From an optimization exercise on the open Yosys and OpenROAD flow, aimed at small area, a short achievable clock period and few clock cycles per item; shortcuts taken in it are not production practice.
At most, simulation tests tie the RTL to the original design; equivalence was not proved.
The RTL of run 1 was laid out without a check of its function.
Power and IR drop assume default switching activity.

==> flow/design.v <==
module anim_stream_decoder #(
    parameter NPIX = 4096
) (
    input  wire       clk,
    input  wire       rst,
    input  wire       in_valid,
    output wire       in_ready,
    input  wire [7:0] in_data,
    input  wire       in_last,
    output wire       o_valid,
    input  wire       o_ready,
    output wire [1:0] o_kind,     
    output wire [7:0] o_data,
    output wire       o_keep      
);
    localparam PW = (NPIX > 255) ? $clog2(NPIX + 1) : 9;
    localparam K_HDR = 2'd0;
    localparam K_PAL = 2'd1;
    localparam K_PIX = 2'd2;
    localparam K_END = 2'd3;
    localparam E_OK        = 3'd0;
    localparam E_CONFIG    = 3'd1;
    localparam E_TRUNCATED = 3'd2;
    localparam E_FRAMING   = 3'd3;
    localparam E_TRAILING  = 3'd4;
    localparam S_HDR0 = 4'd0;    
    localparam S_HDR1 = 4'd1;    
    localparam S_HDR2 = 4'd2;    
    localparam S_PAL  = 4'd3;    
    localparam S_LIT  = 4'd4;    
    localparam S_DIFF = 4'd5;    
    localparam S_SAME = 4'd6;    
    localparam S_RHDR = 4'd7;    
    localparam S_FEND = 4'd8;    
    localparam S_CHKS = 4'd9;    
    localparam S_END  = 4'd11;   
    localparam S_CHKD = 4'd13;   
    localparam [PW-1:0] NPIXW = NPIX;
    localparam          NBIG  = (NPIX >= 256);
    localparam          NLAST = (NPIX == 1);
    reg [3:0]    state;
    reg [7:0]    q0, q1, q2;
    reg          v0, v1, v2;
    reg [2:0]    off;
    reg [3:0]    offb;
    reg          last_seen;     
    reg          rdy;
    reg [7:0]    frames;        
    reg          ivz;           
    reg [2:0]    bpp;           
    reg [2:0]    err;           
    reg [PW-1:0] left;          
    reg          lst_last;      
    reg          big;           
    reg [7:0]    run_left;      
    reg          run_last;      
    reg          ov;
    reg [1:0]    okind;
    reg [7:0]    odata;
    reg          okeep;
    assign o_valid  = ov;
    assign o_kind   = okind;
    wire [7:0] pmask = 8'hff >> (4'd8 - {1'b0, bpp});
    assign o_data   = odata & (okeep ? 8'h00 : (okind == K_PIX) ? pmask : 8'hff);
    assign o_keep   = okeep;
    assign in_ready = rdy;
    wire slot_free = !ov || o_ready;
    wire take      = in_valid && rdy;
    wire [15:0] win   = {q1, q0} >> off;
    wire [7:0]  f8    = win[7:0];
    wire        f8z   = (f8 == 8'd0);
    wire off0 = (off == 3'd0);
    wire av8  = v1 || (v0 && off0);
    wire avb  = v1 || (v0 && (!offb[3] || offb[2:0] == 3'd0));
    wire [6:0] rlen    = f8[7:1];
    wire [7:0] rn      = {rlen == 7'd0, rlen};
    wire       rn_last = (rlen == 7'd1);
    wire [PW-1:0] left_dec  = left - 1'b1;
    wire [7:0]    run_dec   = run_left - 8'd1;
    wire          overrun   = run_left > left[7:0];
    wire          cfg_bad   = frames == 8'd0 || ivz || f8z || f8[7:3] != 5'd0;
    wire          fifo_done = !v1 && !(v0 && off0);   
    wire st_hdr  = (state[3:2] == 2'b00) && (state[1:0] != 2'b11);
    wire st_byte = (state[3:2] == 2'b00);             
    wire st_pixb = (state[3:1] == 3'b010);            
    wire st_same = (state == S_SAME);
    wire st_rhdr = (state == S_RHDR);
    wire st_fend = (state == S_FEND);
    wire st_chk  = (state == S_CHKS) || (state == S_CHKD);
    wire st_end  = (state == S_END);
    wire can  = st_byte && av8 || st_pixb && avb || st_same || st_end && last_seen;
    wire emit = can && slot_free;
    wire hdr_same = st_same && run_last && big && av8;
    wire hdr_rhdr = st_rhdr && av8;
    wire pop = st_byte && av8 && slot_free ||
               st_pixb && avb && offb[3] && slot_free ||
               hdr_same && slot_free || hdr_rhdr ||
               st_fend && !off0;
    wire trunc = last_seen && (st_byte && !av8 || st_pixb && !avb || st_rhdr && !av8);
    wire ls_nxt = (st_end && slot_free && last_seen) ? 1'b0 :
                  take ? in_last : last_seen;
    wire v2_nxt = !st_end && (take && !pop ? v1 : !take && pop ? 1'b0 : v2);
    reg [3:0] nstate;
    always @(*) begin
        nstate = state;
        if (trunc) begin
            nstate = S_END;
        end else begin
            case (state)
                S_HDR0: if (emit) nstate = S_HDR1;
                S_HDR1: if (emit) nstate = S_HDR2;
                S_HDR2: if (emit) nstate = cfg_bad ? S_END : S_PAL;
                S_PAL:  if (emit && lst_last) nstate = S_LIT;
                S_LIT:  if (emit && lst_last) nstate = S_FEND;
                S_DIFF: if (emit && lst_last) nstate = S_FEND;
                        else if (emit && run_last) nstate = S_RHDR;
                S_SAME: if (emit && run_last)
                            nstate = (big && av8) ? (f8[0] ? S_DIFF : S_SAME) :
                                     lst_last ? S_FEND : S_RHDR;
                S_RHDR: if (av8) nstate = big ? (f8[0] ? S_DIFF : S_SAME) :
                                                (f8[0] ? S_CHKD : S_CHKS);
                S_CHKS, S_CHKD: nstate = overrun ? S_END : (state[2] ? S_DIFF : S_SAME);
                S_FEND: nstate = (frames == 8'd1) ? S_END : S_RHDR;
                S_END:  if (emit) nstate = S_HDR0;
                default: nstate = S_HDR0;
            endcase
        end
    end
    reg [2:0] err_nxt;
    always @(*) begin
        case (state)
            S_HDR2:         err_nxt = av8 ? E_CONFIG : E_TRUNCATED;
            S_CHKS, S_CHKD: err_nxt = E_FRAMING;
            S_FEND:         err_nxt = (last_seen && fifo_done) ? E_OK : E_TRAILING;
            default:        err_nxt = E_TRUNCATED;
        endcase
    end
    always @(posedge clk) begin
        if (rst) begin
            state     <= S_HDR0;
            v0        <= 1'b0;
            v1        <= 1'b0;
            v2        <= 1'b0;
            off       <= 3'd0;
            last_seen <= 1'b0;
            rdy       <= 1'b1;
            ov        <= 1'b0;
        end else begin
            state <= nstate;
            q0 <= (!v0 || (!v1 && pop)) ? in_data : pop ? q1 : q0;
            q1 <= (!v1 || (!v2 && pop)) ? in_data : pop ? q2 : q1;
            q2 <= (!v2 || pop) ? in_data : q2;
            if (st_end) begin
                v0 <= 1'b0;
                v1 <= 1'b0;
            end else if (take && !pop) begin
                v0 <= 1'b1;
                v1 <= v0;
            end else if (!take && pop) begin
                v0 <= v1;
                v1 <= v2;
            end
            v2        <= v2_nxt;
            last_seen <= ls_nxt;
            rdy       <= !ls_nxt && !v2_nxt;
            if (st_pixb && emit) begin
                off  <= offb[2:0];
                offb <= {1'b0, offb[2:0]} + {1'b0, bpp};
            end else if (st_fend || st_end) begin
                off  <= 3'd0;
                offb <= {1'b0, bpp};
            end else if (state == S_HDR2) begin
                offb <= {1'b0, f8[2:0]};
            end
            if (slot_free) begin
                ov    <= can;
                okind <= st_end ? K_END : st_same || st_pixb ? K_PIX :
                         state == S_PAL ? K_PAL : K_HDR;
                odata <= st_end ? {5'd0, err} : f8;
                okeep <= st_same;
            end
            if (state == S_HDR0)
                frames <= f8;
            else if (st_fend)
                frames <= frames - 8'd1;
            if (state == S_HDR1)
                ivz <= f8z;
            if (state == S_HDR2)
                bpp <= f8[2:0];
            if (!st_end)
                err <= err_nxt;
            if (state == S_HDR2) begin
                left     <= {{(PW-2){1'b0}}, 2'd3} << f8[2:0];
                lst_last <= 1'b0;
            end else if (emit && lst_last && state == S_PAL || st_fend) begin
                left     <= NPIXW;
                lst_last <= NLAST;
                big      <= NBIG;
            end else if (emit && !st_end && !st_hdr) begin
                left     <= left_dec;
                lst_last <= (left == {{(PW-2){1'b0}}, 2'd2});
                big      <= (left_dec[PW-1:8] != 0);
            end
            if (hdr_same && slot_free || hdr_rhdr) begin
                run_left <= rn;
                run_last <= rn_last;
            end else if (emit) begin
                run_left <= run_dec;
                run_last <= (run_left == 8'd2);
            end
        end
    end
endmodule
==> flow/flow/run.sh <==
#!/bin/bash
# The standard layout (the standard.sh: ORFS synthesis through finish),
# with one change: the buffers ORFS puts on the input and output ports are
# sky130_fd_sc_hd__buf_2 cells instead of the default delay-cell buffers.
# make's full output goes to flow_make.log in the work folder; each ORFS step
# also writes its own log under orfs/logs/.
set -euo pipefail
cd "$(dirname "${BASH_SOURCE[0]}")/.."
bash standard.sh "BUFFER_PORTS_ARGS=-buffer_cell sky130_fd_sc_hd__buf_2" finish > flow_make.log 2>&1
==> flow/standard.sh <==
#!/bin/bash
# synth_recipe.tcl (not shown) runs the flow's synth.tcl, then flattens the netlist and writes it again
# the make line also repeats each setting of config.mk as NAME=value (left out here)
make -C /OpenROAD-flow-scripts/flow DESIGN_CONFIG=/design/flow/config.mk WORK_HOME=/design/flow/orfs CLKGATE_MAP_FILE= SYNTH_SCRIPT=/design/flow/synth_recipe.tcl "${@:-finish}"
==> flow/config.mk <==
export PLATFORM = sky130hd
export DESIGN_NAME = anim_stream_decoder
export DESIGN_NICKNAME = anim_stream_decoder
export VERILOG_FILES = /design/flow/design.v
export SDC_FILE = /design/flow/constraint.sdc
export NUM_CORES = 4
export LEC_CHECK = 0
export ABC_AREA = 1
export CAP_MARGIN = 20
export CORE_MARGIN = 2
export CORE_UTILIZATION = 60
export SETUP_SLACK_MARGIN = 3.3
export SLEW_MARGIN = 20
==> flow/constraint.sdc <==
create_clock -name core_clock -period 5.5 [get_ports {clk}]
set_input_delay 1.1000 -clock core_clock [delete_from_list [all_inputs] [get_ports {clk}]]
set_output_delay 1.1000 -clock core_clock [all_outputs]
set_load 0.01 [all_outputs]
==> results of run 1 <==
-- sequential cells by signal, summed over array words and instances (netlist names), 8 cells and up --
signal    flops
left         13
odata         8
run_left      8
q2            8
q0            8
q1            8
frames        8
-- metal layers --
layer | part of all wire | up-vias
li1 | - | 2504
met1 | 0.40 | 2456
met2 | 0.47 | 306
met3 | 0.092 | 67
met4 | 0.038 | 0
met5 | 0 | -
-- synth_stat cells (3+ instances only) --
cell type / n
clkbuf_1: 5
xnor2_1: 8
o21ai_2: 4
a21oi_1: 28
nand4_1: 9
edfxtp_1: 78
nand2_2: 5
clkinv_1: 3
nand2_1: 164
inv_2: 5
nand3_1: 53
nor2_2: 3
o21ai_0: 54
o22ai_1: 7
buf_6: 3
nor2_1: 78
inv_1: 100
o211ai_1: 5
dfxtp_1: 13
nor3_1: 8
xor2_1: 11
buf_2: 4
ha_1: 24
a22oi_1: 3
-- power groups by stage --
stage	logic (mW)	clock network, mW	registers, mW
2_1_floorplan	1.03	0	1.17
6_report	1.89	0.571	1.21
5_1_grt	2.06	0.597	1.23
4_1_cts	1.50	0.568	1.20
3_5_place_dp	1.33	0	1.22
3_3_place_gp	1.29	0	1.21
-- final cells by class --
type	instances	area share
Clock buffer	9	0.0171
Clock inverter	7	0.0171
Inverter	110	0.0615
Multi-Input combinational cell	489	0.423
Sequential cell	91	0.361
Tap cell	111	0.0191
Timing Repair Buffer	84	0.0995
Timing Repair inverter	2	0.00190
-- kinds of logic (layout without fill, tap and decap cells) --
group | count (synthesis) | after routing | synth area share
compound gates | 116 | 116 | 0.121
xor+xnor | 19 | 19 | 0.0294
fa+ha+maj | 25 | 25 | 0.0566
buf+inv | 123 | 212 | 0.0879
flops | 91 | 91 | 0.460
simple gates | 329 | 329 | 0.246
-- worst paths after layout --
check	from	end	cells past startpoint	slack [ns]
max	bpp[1]	o_data[2]	8	2.54
min	off[2]	off[2]	2	0.55
max reg2reg	state[1]	q1[6]	12	3.14
min reg2reg	off[2]	off[2]	2	0.55
-- through the flow --
step / setup slack, ns / hold WS (ns) / util / instances / area [µm²]
3_3_place_gp: 2.54 / 0.537 / 0.650 / 826 / 5980
6_report: 2.54 / 0.546 / 0.789 / 903 / 7260
3_5_place_dp: 2.50 / 0.538 / 0.650 / 826 / 5980
5_1_grt: 2.49 / 0.573 / 0.789 / 903 / 7260
2_1_floorplan: 3.04 / 0.500 / - / 703 / 5810
4_1_cts: 2.59 / 0.570 / 0.724 / 868 / 6660
-- worst max-delay path: cells and delay by family (launching register included) --
family                     cells  cell delay, ns
and+or+nand+nor                2            0.29
buffers and inverters          3            0.28
AOI/OAI and AO/OA              1            0.13
adders and majority gates      2            0.35
DFF                            1            0.44
-- what timing repair did --
item                                    4_1_cts  5_1_grt
gates resized for setup                      67       95
pin swaps                                    17       30
gates cloned                                  2        2
endpoints found under the setup margin       98       94
buffers inserted                             24       33
==> impl_metrics.env, run 1 <==
export IMPL_cts_sinks=91
export IMPL_met1_usage=0.418
export IMPL_synthArstFlopShare=0
export IMPL_seq_area_mm2=0.00262
export IMPL_ant_nets=0
export IMPL_worst_ep_required_time_ns=4.40
export IMPL_vias_per_cell=5.91
export IMPL_grt_pass1_wl_um=23200
export IMPL_area_growth_pct=28.2
export IMPL_drv_slew=0
export IMPL_ir_drop_mv=0.357
export IMPL_vias=5333
export IMPL_pwr_share_clk=0.155
export IMPL_gp_congestion=0.958
export IMPL_worst_slew_pin_slew_ns=0.772
export IMPL_avgSynthCellArea_um2=8.06
export IMPL_cts_buffers=9
export IMPL_top_level_ports=26
export IMPL_setup_viol=0
export IMPL_synth_edf_count=78
export IMPL_synth_top_cell_area_share=0.414
export IMPL_synthesis_area_mm2=0.00566
export IMPL_postCtsHoldBufs=0
export IMPL_hold_viol_final=0
export IMPL_path_clk_slew_ns=0.09
export IMPL_avgRoutedWirePerCell_um=17.8
export IMPL_fmax_mhz=338
export IMPL_coreArea_mm2=0.00920
export IMPL_die_width_um=101
export IMPL_grtUsageMet2=0.468
export IMPL_drc=0
export IMPL_synth_seq_area_share=0.460
export IMPL_fin_setup_tns_ns=0
export IMPL_synth_area_leaders="edfxtp_1 (41%), nand2_1 (11%), inv_1 (6.6%)"
export IMPL_cap_violations=0
export IMPL_status="no timing/DRC/antenna violations"
export IMPL_syn_num_nets=741
export IMPL_grt_antenna_before_repair=0
export IMPL_cts_buffer_depth=2
export IMPL_grt_max_degree=17
export IMPL_drive_above_1_share=0.306
export IMPL_min_path_type="flop to flop"
export IMPL_p_leak_nw=3.16
export IMPL_final_common_cell="nand2_1"
export IMPL_use_met3=0.0511
export IMPL_power_density_mw_per_mm2=506
export IMPL_power_total_mw=3.68
export IMPL_clock_skew_ns=0.00969
export IMPL_tritoncts="built"
export IMPL_yosysWarnings=1
export IMPL_h_tree_depth=3
export IMPL_wl_um=16100
export IMPL_start_util=0.616
export IMPL_num_antenna_cells=0
export IMPL_share_comb_of_total_power=0.514
export IMPL_switching_share=0.429
export IMPL_crit_path_end_kind="primary output"
export IMPL_clk_latency_ns=0.38
export IMPL_synth_ff_type="edfxtp_1"
export IMPL_fp_dieArea_mm2=0.0102
export IMPL_drt_pre_antenna_iters=7
export IMPL_die_h_um=101
export IMPL_synth_cells=703
export IMPL_final_cell_mix="nand2_1 (138), inv_1 (83), edfxtp_1 (78)"
export IMPL_drt_iter0_drc=614
export IMPL_overflow=0
export IMPL_crit_path_max_fanout=2
export IMPL_sequentialPowerShare=0.331
export IMPL_worstPathCellList="inv_2 > ha_4 > inv_2 > ha_4 > or2_4 > o21ai_2 > nor2_1 > buf_2"
export IMPL_rsz0062_at_grt="yes"
export IMPL_synth_top_area_cell="edfxtp_1"
export IMPL_period_share=0.537
export IMPL_grt_pass1_vias=4657
export IMPL_fillers=611
export IMPL_row_count=35
export IMPL_maxSlewHeadroom=0.483
export IMPL_track_usage=0.293
export IMPL_synth_distinct_cells=43
export IMPL_start_kind="flop"
export IMPL_cpPeakStageDelay_ns=0.44
export IMPL_crit_arrival_ns=1.86
export IMPL_busiest_layer="met2"
export IMPL_critPathKind="flop to primary output"
export IMPL_p_sw_mw=1.58
export IMPL_ys_ff_latch=91
export IMPL_post_route_min_period_ns=2.96
export IMPL_nets=825
export IMPL_multi_input_area_mm2=0.00307
export IMPL_cts_root_buf="clkbuf_8"
export IMPL_intPower_mw=2.10
export IMPL_port_buffers=25
export IMPL_critPathSlowestCell="edfxtp_1"
export IMPL_dpl_hpwl_um=10300
==> run 2: changes to the inputs <==
--- a/flow/design.v
+++ b/flow/design.v
@@ -62,4 +62,3 @@
     assign o_kind   = okind;
-    wire [7:0] pmask = 8'hff >> (4'd8 - {1'b0, bpp});
-    assign o_data   = odata & (okeep ? 8'h00 : (okind == K_PIX) ? pmask : 8'hff);
+    assign o_data   = odata;
     assign o_keep   = okeep;
@@ -70,2 +69,3 @@
     wire [7:0]  f8    = win[7:0];
+    wire [7:0]  pmask = 8'hff >> (4'd8 - {1'b0, bpp});
     wire        f8z   = (f8 == 8'd0);
@@ -178,3 +178,4 @@
                          state == S_PAL ? K_PAL : K_HDR;
-                odata <= st_end ? {5'd0, err} : f8;
+                odata <= st_end ? {5'd0, err} : st_same ? 8'd0 :
+                         st_pixb ? f8 & pmask : f8;
                 okeep <= st_same;
==> flow/flow/run.sh (replaced) <==
#!/bin/bash
# The standard layout (the standard.sh: ORFS synthesis through finish),
# with two changes: the buffers ORFS puts on the input and output ports are
# sky130_fd_sc_hd__buf_2 cells instead of the default delay-cell buffers, and
# clock tree synthesis adds no dummy loads.
# make's full output goes to flow_make.log in the work folder; each ORFS step
# also writes its own log under orfs/logs/.
set -euo pipefail
cd "$(dirname "${BASH_SOURCE[0]}")/.."
bash standard.sh "BUFFER_PORTS_ARGS=-buffer_cell sky130_fd_sc_hd__buf_2" \
    "CTS_ARGS=-sink_clustering_enable -repair_clock_nets -dont_use_dummy_load" \
    finish > flow_make.log 2>&1
==> run 2 against run 1 <==
Against the previous run:
- clock power is 37% lower
- synthesized cell count is 0.43% lower
- register-to-register slack better by 0.20 ns
- utilization is 8.0 points lower
- clock skew is 0.024 ns higher
- critical path type is now primary input to flop
==> impl_metrics.env, run 2 <==
export IMPL_die_h_um=101
export IMPL_area_growth_pct=15.4
export IMPL_crit_arrival_ns=2.30
export IMPL_crit_path_start="o_ready"
export IMPL_synth_seq_area_share=0.463
export IMPL_r2r_end="q0[0]"
export IMPL_intPower_mw=1.69
export IMPL_critPathKind="primary input to flop"
export IMPL_drv_slew=0
export IMPL_coreArea_mm2=0.00915
export IMPL_drt_iter0_drc=405
export IMPL_grt_antenna_before_repair=0
export IMPL_h_tree_depth=3
export IMPL_synthesis_area_mm2=0.00563
export IMPL_worst_slew_pin_slew_ns=0.692
export IMPL_cts_buffers=9
export IMPL_min_path_type="flop to flop"
export IMPL_fmax_mhz=446
export IMPL_synth_most_common_cell="nand2_1"
export IMPL_hold_viol_final=0
export IMPL_track_usage=0.281
export IMPL_port_buffers=25
export IMPL_start_util=0.615
export IMPL_grt_max_degree=18
export IMPL_dpl_hpwl_um=9900
export IMPL_power_total_mw=2.94
export IMPL_rr_startpoint="state[3]"
export IMPL_whs_ns=0.535
export IMPL_cts_root_buf="clkbuf_8"
export IMPL_clock_skew_ns=0.0338
export IMPL_ir_drop_mv=0.257
export IMPL_synth_top_area_cell="edfxtp_1"
export IMPL_top_level_ports=26
export IMPL_syn_num_nets=737
export IMPL_synth_common_cells="nand2_1 (171), inv_1 (107), edfxtp_1 (78), nor2_1 (76), o21ai_0 (57)"
export IMPL_ff2ff_path_depth=9
export IMPL_grt_pass1_wl_um=22000
export IMPL_final_common_cell="nand2_1"
export IMPL_gp_congestion=0.927
export IMPL_rsz0062_at_grt="yes"
export IMPL_synth_area_leaders="edfxtp_1 (42%), nand2_1 (11%), inv_1 (7.1%)"
export IMPL_fin_setup_tns_ns=0
export IMPL_ys_ff_latch=91
export IMPL_setup_viol=0
export IMPL_share_comb_of_total_power=0.480
export IMPL_post_route_min_period_ns=2.24
export IMPL_synthArstFlopShare=0
export IMPL_path_clk_slew_ns=0.08
export IMPL_yosysWarnings=1
export IMPL_drt_pre_antenna_iters=7
export IMPL_regToRegSetupSlack_ns=3.34
export IMPL_switching_share=0.427
export IMPL_grt_pass1_vias=4646
export IMPL_cap_violations=0
export IMPL_row_count=35
export IMPL_num_antenna_cells=0
export IMPL_wl_um=13700
export IMPL_vias_per_cell=5.63
export IMPL_synth_cells=700
export IMPL_largest_register="left"
export IMPL_fp_dieArea_mm2=0.0102
export IMPL_power_density_mw_per_mm2=453
export IMPL_synth_top_cell_area_share=0.416
export IMPL_p_sw_mw=1.25
export IMPL_synth_ff_type="edfxtp_1"
export IMPL_crit_path_end_kind="flop"
export IMPL_ant_nets=0
export IMPL_synth_distinct_cells=41
export IMPL_pwr_share_clk=0.121
export IMPL_final_util=0.709
export IMPL_overflow=0
export IMPL_start_kind="primary input"
export IMPL_avgSynthCellArea_um2=8.04
export IMPL_die_width_um=101
export IMPL_cts_buffer_depth=2
export IMPL_postCtsHoldBufs=0
export IMPL_period_share=0.407
export IMPL_worst_ep_required_time_ns=5.56
export IMPL_p_leak_nw=2.85
export IMPL_drc=0
export IMPL_avgRoutedWirePerCell_um=16.0
export IMPL_place_inst=824
export IMPL_synth_edf_count=78
export IMPL_worstSetupEndpoint="q0[0]"
export IMPL_status="no timing/DRC/antenna violations"
export IMPL_tritoncts="built"
export IMPL_vias=4846
export IMPL_maxSlewHeadroom=0.537
export IMPL_final_cell_mix="nand2_1 (161), inv_1 (94), edfxtp_1 (78)"
export IMPL_sequentialPowerShare=0.399
export IMPL_drive_above_1_share=0.199
export IMPL_final_cells=861
export IMPL_cts_sinks=91
export IMPL_nets=789
export IMPL_clk_latency_ns=0.37
export IMPL_largest_reg_flops=13
export IMPL_crit_path_max_fanout=8
==> run 2: changes by cell type after synthesis, sizes merged, moves of 3 or more <==
| cell | before | now |
|---|---|---|
| clkbuf | 5 | 8 |
| buf | 8 | 4 |
| o21ai | 61 | 67 |
| nand2 | 170 | 176 |
| inv | 107 | 111 |
| nand3 | 53 | 41 |
| or2 | 3 | 0 |
==> run 2: worst min-delay path by stage <==
stage	from	end	slack [ns]	depth (start not counted)
after floorplan	err[0]	odata[0]	0.50	2
after global placement	state[2]	state[2]	0.54	2
after detailed placement	err[0]	odata[0]	0.53	2
after CTS	state[2]	state[2]	0.52	2
after global routing	state[2]	state[2]	0.55	2
final	state[2]	state[2]	0.53	2
==> run 2: cell families after synthesis <==
logic type	count (synthesis)	synth area share
compound gates	121	0.126
xor+xnor	20	0.0311
fa+ha+maj	24	0.0547
buf+inv	127	0.0892
flops	91	0.463
simple gates	317	0.236
==> run 2: area by class of cell <==
cell class / instances / area (µm²)
timing repair buffer: 52 / 369
multi-input combinational: 482 / 2760
clock buffer: 9 / 124
timing repair inverter: 1 / 7.51
inverter: 115 / 465
tap: 111 / 139
fill: 731 / 2660
sequential: 91 / 2630
==> run 2: power by group through the flow <==
stage / combinational (mW) / clock [mW] / sequential, mW
4_1_cts: 1.28 / 0.361 / 1.17
3_5_place_dp: 1.16 / 0 / 1.18
6_report: 1.41 / 0.357 / 1.17
2_1_floorplan: 0.885 / 0 / 1.15
3_3_place_gp: 1.14 / 0 / 1.17
5_1_grt: 1.59 / 0.382 / 1.19
==> run 2: metrics by stage <==
stage | worst slack, ns | area, µm²
final | 3.26 | 6490
after global routing | 3.19 | 6490
after CTS | 3.30 | 6240
after detailed placement | 2.41 | 5860
after global placement | 2.49 | 5860
after floorplan | 2.96 | 5670
==> run 2: layer usage <==
layer	global-route usage	vias up	wire length, µm
met1	0.377	2186	5890
li1	-	2410	-
met2	0.449	212	6500
met5	0	-	0
met3	0.0513	38	936
met4	0.121	0	426
==> run 2: repair_timing <==
item                                    in CTS  in global routing
setup buffers                               17                 10
gates cloned                                 1                  0
pin swaps                                   11                 15
hold endpoints to repair                     0                  0
endpoints found under the setup margin     123                 75
resized for setup                           38                 49
==> run 2: worst max-delay path, cell delays in order <==
cell and delay [ns]:
buf_6 0.07, nor2_4 0.04, nor2_4 0.11, nand3_4 0.09, a21oi_4 0.21, nor2_2 0.06, nand2_2 0.11, inv_4 0.07
o21ai_4 0.20, o21ai_2 0.08, inv_2 0.16
Testbench counts of run 2, summed over its fixed seeds: cycles 265,670, pixels 262,144.

[re-timing with driven ports]
How much do the figures lean on ideal ports? The routed layouts below were timed once more, with nothing changed but the port constraints. Step 1, drivers: a clkbuf_16 drives clk and a buf_2 each remaining input, both assumed. Step 2 adds t to the input delays and takes it off the output delays; t is the mean of the earliest and latest rising clock arrival at the registers after step 1. Input paths then give back, and output paths get back, about the clock's delay inside the block. a / b / c = no drivers / after step 1 / after step 2; a / b = the first two.
| run | t (ns) | setup WS [ns] | worst hold slack (ns) | cell pins on the clock port's net |
|---|---|---|---|---|
| run 1 | 0.401 | 2.545 / 2.514 / 2.709 | 0.546 / 0.546 / 0.546 | 1 |
| run 2 | 0.382 | 3.260 / 3.257 / 2.875 | 0.535 / 0.535 / 0.535 | 1 |
After both steps setup and hold are still met in every run listed. For run 2, which loses most, drivers alone change the setup slack by -0.003 ns; drivers and shift together by -0.385 ns.
